Source: an optimization exercise on an open RTL-to-GDS flow (aim: small area). Production flows keep margins and buffers that such runs may drop. Where RTL was checked, it was by simulation tests only, not by an equivalence proof against the original.

==> run a: inputs <==
==> flow/design.v <==
module mars_timer #(
    parameter [31:0] IO_BASE     = 32'hFFFF_0000,
    parameter [31:0] LIMIT_RESET = 32'd30
) (
    input  wire        clk,
    input  wire        rst,        
    input  wire        wr_en,      
    input  wire [31:0] wr_addr,    
    input  wire [31:0] wr_data,    
    input  wire        adv,        
    input  wire        masked,     
    input  wire [63:0] now,        
    output reg         cnt_we,     
    output wire [31:0] cnt_data,
    output reg         irq         
);
    localparam [31:0] CONTROL_ADDR = IO_BASE + 32'h24;
    localparam [31:0] LIMIT_ADDR   = IO_BASE + 32'h28;
    reg        interrupt_enabled;
    reg        timer_mode;
    reg        enabled;
    reg [31:0] limit;
    reg [31:0] current;
    reg [63:0] deadline;           
    assign cnt_data = current;
    wire ctl_hit = wr_en && (wr_addr == CONTROL_ADDR);
    wire lim_hit = wr_en && (wr_addr == LIMIT_ADDR);
    wire rising  = ctl_hit && !enabled && wr_data[2];
    wire arm_wc  = rising &&  wr_data[1];
    wire        ie_w    = ctl_hit ? wr_data[0] : interrupt_enabled;
    wire        tm_w    = ctl_hit ? wr_data[1] : timer_mode;
    wire        en_w    = ctl_hit ? wr_data[2] : enabled;
    wire [31:0] limit_w = lim_hit ? wr_data : limit;
    wire        sub_wc = tm_w && !rising;
    wire [31:0] x_lo   = rising ? limit : (tm_w ? deadline[31:0] : current);
    wire [63:0] x      = {deadline[63:32], x_lo};
    wire [63:0] yn;                
    assign yn[0]     = sub_wc ? ~now[0] : tm_w;
    assign yn[31:1]  = ~(now[31:1] & {31{sub_wc}});
    assign yn[63:32] = ~now[63:32];
    wire [63:0] p = x ^ yn;        
    wire [32:0] c;
    wire [31:0] diff_lo;
    assign c[0] = 1'b1;
    genvar i;
    generate
        for (i = 0; i < 32; i = i + 1) begin : g_sub
            assign c[i+1] = p[i] ? c[i] : x[i];
            if (i == 0) begin : g_s0
                assign diff_lo[i] = ~p[i];
            end else begin : g_s
                assign diff_lo[i] = p[i] ^ (p[i-1] ? c[i-1] : yn[i-1]);
            end
        end
    endgenerate
    wire [31:0] hc;
    assign hc[0] = 1'b0;
    generate
        for (i = 0; i < 31; i = i + 1) begin : g_hi
            assign hc[i+1] = p[32+i] ? hc[i] : x[32+i];
        end
    endgenerate
    wire lo_all = &p[31:0];
    wire hp     = &p[62:32];
    wire c63    = hc[31] | (hp & c[32]);
    wire diff63 = p[63] ^ c63;
    wire lo_zero  = lo_all;        
    wire rem_zero = lo_all && hp && p[63];
    wire cur_zero = !c[32];        
    wire rem_pos  = rising ? !lo_zero : !(diff63 || rem_zero);
    wire [31:0] ap = now[31:0] ^ limit_w;
    wire [32:0] ac;
    wire [63:0] deadline_new;
    assign ac[0] = 1'b0;
    generate
        for (i = 0; i < 32; i = i + 1) begin : g_add
            assign ac[i+1] = ap[i] ? ac[i] : now[i];
            if (i == 0) begin : g_s0
                assign deadline_new[i] = ap[i];
            end else begin : g_s
                assign deadline_new[i] = ap[i] ^ (ap[i-1] ? ac[i-1] : limit_w[i-1]);
            end
        end
    endgenerate
    wire [32:0] ones;              
    assign ones[0] = 1'b1;
    generate
        for (i = 0; i < 32; i = i + 1) begin : g_inc
            assign ones[i+1] = ones[i] & now[32+i];
            assign deadline_new[32+i] = now[32+i] ^ (ac[32] & ones[i]);
        end
    endgenerate
    wire go     = adv && en_w;
    wire reload = go && (tm_w ? !rem_pos : cur_zero);
    wire cur_load  = go || (rising && !wr_data[1]);
    wire cur_limit = reload || !go;
    always @(posedge clk) begin
        if (cur_load)
            current <= cur_limit ? limit_w : diff_lo;
        if (arm_wc || (reload && tm_w))
            deadline <= deadline_new;
    end
    always @(posedge clk) begin
        if (rst) begin
            interrupt_enabled <= 1'b0;
            timer_mode        <= 1'b0;
            enabled           <= 1'b0;
            limit             <= LIMIT_RESET;
            cnt_we            <= 1'b0;
            irq               <= 1'b0;
        end else begin
            interrupt_enabled <= ie_w;
            timer_mode        <= tm_w;
            enabled           <= en_w;
            limit             <= limit_w;
            cnt_we            <= adv;
            irq               <= reload && ie_w && !masked;
        end
    end
endmodule
==> flow/run.sh <==
#!/bin/bash
# synth_recipe.tcl (not shown) runs the flow's synth.tcl, then flattens the netlist and writes it again
# the make line also repeats each setting of config.mk as NAME=value (left out here)
make -C /OpenROAD-flow-scripts/flow DESIGN_CONFIG=/design/flow/config.mk WORK_HOME=/design/flow/orfs CLKGATE_MAP_FILE= SYNTH_SCRIPT=/design/flow/synth_recipe.tcl finish
==> flow/config.mk <==
export PLATFORM = sky130hd
export DESIGN_NAME = mars_timer
export DESIGN_NICKNAME = mars_timer
export VERILOG_FILES = /design/flow/design.v
export SDC_FILE = /design/flow/constraint.sdc
export NUM_CORES = 4
export LEC_CHECK = 0
export ABC_AREA = 1
export CAP_MARGIN = 20
export CORE_MARGIN = 2
export CORE_UTILIZATION = 40
export SLEW_MARGIN = 20
==> flow/constraint.sdc <==
create_clock -name core_clock -period 12.0 [get_ports {clk}]
set_input_delay 2.4000 -clock core_clock [delete_from_list [all_inputs] [get_ports {clk}]]
set_output_delay 2.4000 -clock core_clock [all_outputs]
set_load 0.01 [all_outputs]
==> run b (differences from run a) <==
==> flow/design.v, changed modules only <==
module mars_timer #(
    parameter [31:0] IO_BASE     = 32'hFFFF_0000,
    parameter [31:0] LIMIT_RESET = 32'd30
) (
    input  wire        clk,
    input  wire        rst,        
    input  wire        wr_en,      
    input  wire [31:0] wr_addr,    
    input  wire [31:0] wr_data,    
    input  wire        adv,        
    input  wire        masked,     
    input  wire [63:0] now,        
    output reg         cnt_we,     
    output wire [31:0] cnt_data,
    output reg         irq         
);
    localparam [31:0] CONTROL_ADDR = IO_BASE + 32'h24;
    localparam [31:0] LIMIT_ADDR   = IO_BASE + 32'h28;
    reg        interrupt_enabled;
    reg        timer_mode;
    reg        enabled;
    reg [31:0] limit;
    reg [31:0] current;
    reg [63:0] deadline;           
    assign cnt_data = current;
    wire ctl_hit = wr_en && (wr_addr == CONTROL_ADDR);
    wire lim_hit = wr_en && (wr_addr == LIMIT_ADDR);
    wire rising  = ctl_hit && !enabled && wr_data[2];
    wire arm_wc  = rising &&  wr_data[1];
    wire arm_cnt = rising && !wr_data[1];
    wire        ie_w    = ctl_hit ? wr_data[0] : interrupt_enabled;
    wire        tm_w    = ctl_hit ? wr_data[1] : timer_mode;
    wire        en_w    = ctl_hit ? wr_data[2] : enabled;
    wire [31:0] limit_w = lim_hit ? wr_data : limit;
    wire [31:0] cur_w   = arm_cnt ? limit : current;
    wire [63:0] nn = ~now;
    wire [64:0] rc;                
    wire [31:0] rem_lo;
    assign rc[0] = 1'b1;
    genvar i;
    generate
        for (i = 0; i < 64; i = i + 1) begin : g_sub
            assign rc[i+1] = (deadline[i] & nn[i]) | (rc[i] & (deadline[i] | nn[i]));
            if (i < 32) begin : g_lo
                assign rem_lo[i] = deadline[i] ^ nn[i] ^ rc[i];
            end
        end
    endgenerate
    wire rem_neg  = deadline[63] ^ nn[63] ^ rc[63];
    wire rem_zero = (deadline == now);
    wire [64:0] ac;
    wire [63:0] deadline_new;
    assign ac[0] = 1'b0;
    generate
        for (i = 0; i < 64; i = i + 1) begin : g_add
            if (i < 32) begin : g_full
                assign deadline_new[i] = now[i] ^ limit_w[i] ^ ac[i];
                assign ac[i+1] = (now[i] & limit_w[i]) | (ac[i] & (now[i] | limit_w[i]));
            end else begin : g_inc
                assign deadline_new[i] = now[i] ^ ac[i];
                assign ac[i+1] = now[i] & ac[i];
            end
        end
    endgenerate
    wire [32:0] bz;                
    wire [31:0] cur_dec;
    assign bz[0] = 1'b1;
    generate
        for (i = 0; i < 32; i = i + 1) begin : g_dec
            assign cur_dec[i] = cur_w[i] ^ bz[i];
            assign bz[i+1] = bz[i] & ~cur_w[i];
        end
    endgenerate
    wire cur_zero = bz[32];
    wire go      = adv && en_w;
    wire rem_pos = arm_wc ? (limit != 32'd0) : !(rem_neg || rem_zero);
    wire reload  = go && (tm_w ? !rem_pos : cur_zero);
    reg  [31:0] current_a;
    always @(*) begin
        current_a = cur_w;
        if (go) begin
            if (reload || (tm_w && arm_wc))
                current_a = limit_w;
            else if (tm_w)
                current_a = rem_lo;
            else
                current_a = cur_dec;
        end
    end
    always @(posedge clk) begin
        current <= current_a;
        if (arm_wc || (reload && tm_w))
            deadline <= deadline_new;
    end
    always @(posedge clk) begin
        if (rst) begin
            interrupt_enabled <= 1'b0;
            timer_mode        <= 1'b0;
            enabled           <= 1'b0;
            limit             <= LIMIT_RESET;
            cnt_we            <= 1'b0;
            irq               <= 1'b0;
        end else begin
            interrupt_enabled <= ie_w;
            timer_mode        <= tm_w;
            enabled           <= en_w;
            limit             <= limit_w;
            cnt_we            <= adv;
            irq               <= reload && ie_w && !masked;
        end
    end
endmodule
--- a/flow/config.mk
+++ b/flow/config.mk
@@ -6,5 +6,4 @@
 export NUM_CORES = 4
 export LEC_CHECK = 0
-export ABC_AREA = 1
 export CAP_MARGIN = 20
 export CORE_MARGIN = 2
==> run c (differences from run a) <==
==> flow/design.v, changed modules only <==
module mars_timer #(
    parameter [31:0] IO_BASE     = 32'hFFFF_0000,
    parameter [31:0] LIMIT_RESET = 32'd30
) (
    input  wire        clk,
    input  wire        rst,        
    input  wire        wr_en,      
    input  wire [31:0] wr_addr,    
    input  wire [31:0] wr_data,    
    input  wire        adv,        
    input  wire        masked,     
    input  wire [63:0] now,        
    output reg         cnt_we,     
    output reg  [31:0] cnt_data,
    output reg         irq         
);
    localparam [31:0] CONTROL_ADDR = IO_BASE + 32'h24;
    localparam [31:0] LIMIT_ADDR   = IO_BASE + 32'h28;
    reg        interrupt_enabled;
    reg        timer_mode;
    reg        enabled;
    reg [31:0] limit;
    reg [31:0] current;
    reg [63:0] armed_baseline;
    reg [31:0] armed_period;
    wire ctl_hit = wr_en && (wr_addr == CONTROL_ADDR);
    wire lim_hit = wr_en && (wr_addr == LIMIT_ADDR);
    wire rising  = ctl_hit && !enabled && wr_data[2];
    reg        ie_w, tm_w, en_w;
    reg [31:0] limit_w;
    reg [31:0] current_w;
    reg [63:0] baseline_w;
    reg [31:0] period_w;
    always @(*) begin
        ie_w       = interrupt_enabled;
        tm_w       = timer_mode;
        en_w       = enabled;
        limit_w    = limit;
        current_w  = current;
        baseline_w = armed_baseline;
        period_w   = armed_period;
        if (ctl_hit) begin
            ie_w = wr_data[0];
            tm_w = wr_data[1];
            en_w = wr_data[2];
            if (rising) begin
                if (wr_data[1]) begin
                    baseline_w = now;
                    period_w   = limit;
                end else begin
                    current_w  = limit;
                end
            end
        end
        if (lim_hit)
            limit_w = wr_data;
    end
    wire [63:0] elapsed   = now - baseline_w;
    wire [63:0] remaining = {32'd0, period_w} - elapsed;
    wire        rem_pos   = !remaining[63] && (remaining != 64'd0);
    reg [31:0] current_a;
    reg [63:0] baseline_a;
    reg [31:0] period_a;
    reg        reload;
    always @(*) begin
        current_a  = current_w;
        baseline_a = baseline_w;
        period_a   = period_w;
        reload     = 1'b0;
        if (adv && en_w) begin
            if (tm_w) begin
                if (rem_pos) begin
                    current_a  = remaining[31:0];
                end else begin
                    baseline_a = now;
                    period_a   = limit_w;
                    current_a  = limit_w;
                    reload     = 1'b1;
                end
            end else begin
                if (current_w != 32'd0) begin
                    current_a  = current_w - 32'd1;
                end else begin
                    current_a  = limit_w;
                    reload     = 1'b1;
                end
            end
        end
    end
    wire irq_a = adv && reload && ie_w && !masked;
    always @(posedge clk) begin
        if (rst) begin
            interrupt_enabled <= 1'b0;
            timer_mode        <= 1'b0;
            enabled           <= 1'b0;
            limit             <= LIMIT_RESET;
            cnt_we            <= 1'b0;
            irq               <= 1'b0;
        end else begin
            interrupt_enabled <= ie_w;
            timer_mode        <= tm_w;
            enabled           <= en_w;
            limit             <= limit_w;
            current           <= current_a;
            armed_baseline    <= baseline_a;
            armed_period      <= period_a;
            cnt_we            <= adv;
            irq               <= irq_a;
            if (adv)
                cnt_data      <= current_a;
        end
    end
endmodule
--- a/flow/config.mk
+++ b/flow/config.mk
@@ -6,5 +6,4 @@
 export NUM_CORES = 4
 export LEC_CHECK = 0
-export ABC_AREA = 1
 export CAP_MARGIN = 20
 export CORE_MARGIN = 2
==> metrics.md <==
| Metric | Value |
|---|---|
| Status | `timing/DRC/antenna clean` |
| Wirelength per Cell | `14.6 microns` |
| Hold endpoint | `limit[11]` |
| Reg clk slew, reported paths | `50 ps` |
| Largest net degree at the start of global routing | `61` |
| Setup TNS | `0 ps` |
| Adder-cell share of the synthesized area | `0.00842` |
| Post-synthesis mux area share | `0` |
| Clkbuf count | `23` |
| Post-cts sizing count | `0` |
| Non-clock inverters | `240` |
| Yosys top cell area share | `0.277` |
The numbers above come from run a.

==> metrics.md <==
| Metric | Value |
|---|---|
| Adder-cell share of the synthesized area | `0.107` |
| Post-cts sizing count | `0` |
| Setup TNS | `0 ps` |
| Yosys top cell area share | `0.277` |
| Status | `timing/DRC/antenna clean` |
| Hold endpoint | `interrupt_enabled` |
| Largest net degree at the start of global routing | `60` |
| Non-clock inverters | `84` |
| Wirelength per Cell | `23.0 microns` |
| Reg clk slew, reported paths | `70 ps` |
| Clkbuf count | `21` |
| Post-synthesis mux area share | `0.153` |
The numbers above come from run c.

==> metrics.md <==
| Metric | Value |
|---|---|
| Clkbuf count | `22` |
| Adder-cell share of the synthesized area | `0.323` |
| Final setup violation count | `136` |
| Status | `failed layout checks` |
| Worst setup margin | `-7210 ps` |
| Yosys top cell area share | `0.198` |
| Wirelength per Cell | `18.8 microns` |
| Fail Reasons | `setup timing` |
| Reg clk slew, reported paths | `60 ps` |
| Post-synthesis mux area share | `0.0699` |
| Largest net degree at the start of global routing | `37` |
The numbers above come from run b.

The RTL of run b was laid out without a check of its function.

## separate check: timing with driven ports
In the flow no input, the clock included, has a driving cell. The finished layouts below were timed again as built, in two steps.
Step 1: set_driving_cell puts a clkbuf_16 on clk and a buf_2 on each other input, an assumption about the parent block.
Step 2 times the ports against the registers' clock, not the clock port: input delays grow and output delays shrink by t, the midpoint of the rising clock arrivals with the driver on.
Three values: ideal, step 1, step 2; two values: the first two.
| run | shift t [ns] | setup slack, ns | worst setup path after step 2 | worst slew at a driven data input, ns | pins driven straight from the clock port |
|---|---|---|---|---|---|
| run a | 0.471 | 2.233 / 2.246 / 1.775 | input to register | 0.06 | 1 |
| run b | 0.471 | -7.213 / -7.200 / -7.671 | input to register | 0.07 | 1 |
| run c | 0.548 | 1.097 / 1.125 / 0.576 | input to register | 0.05 | 1 |
The setup slack of run c, which loses most, moves by +0.028 ns with the drivers and by -0.521 ns with both steps.
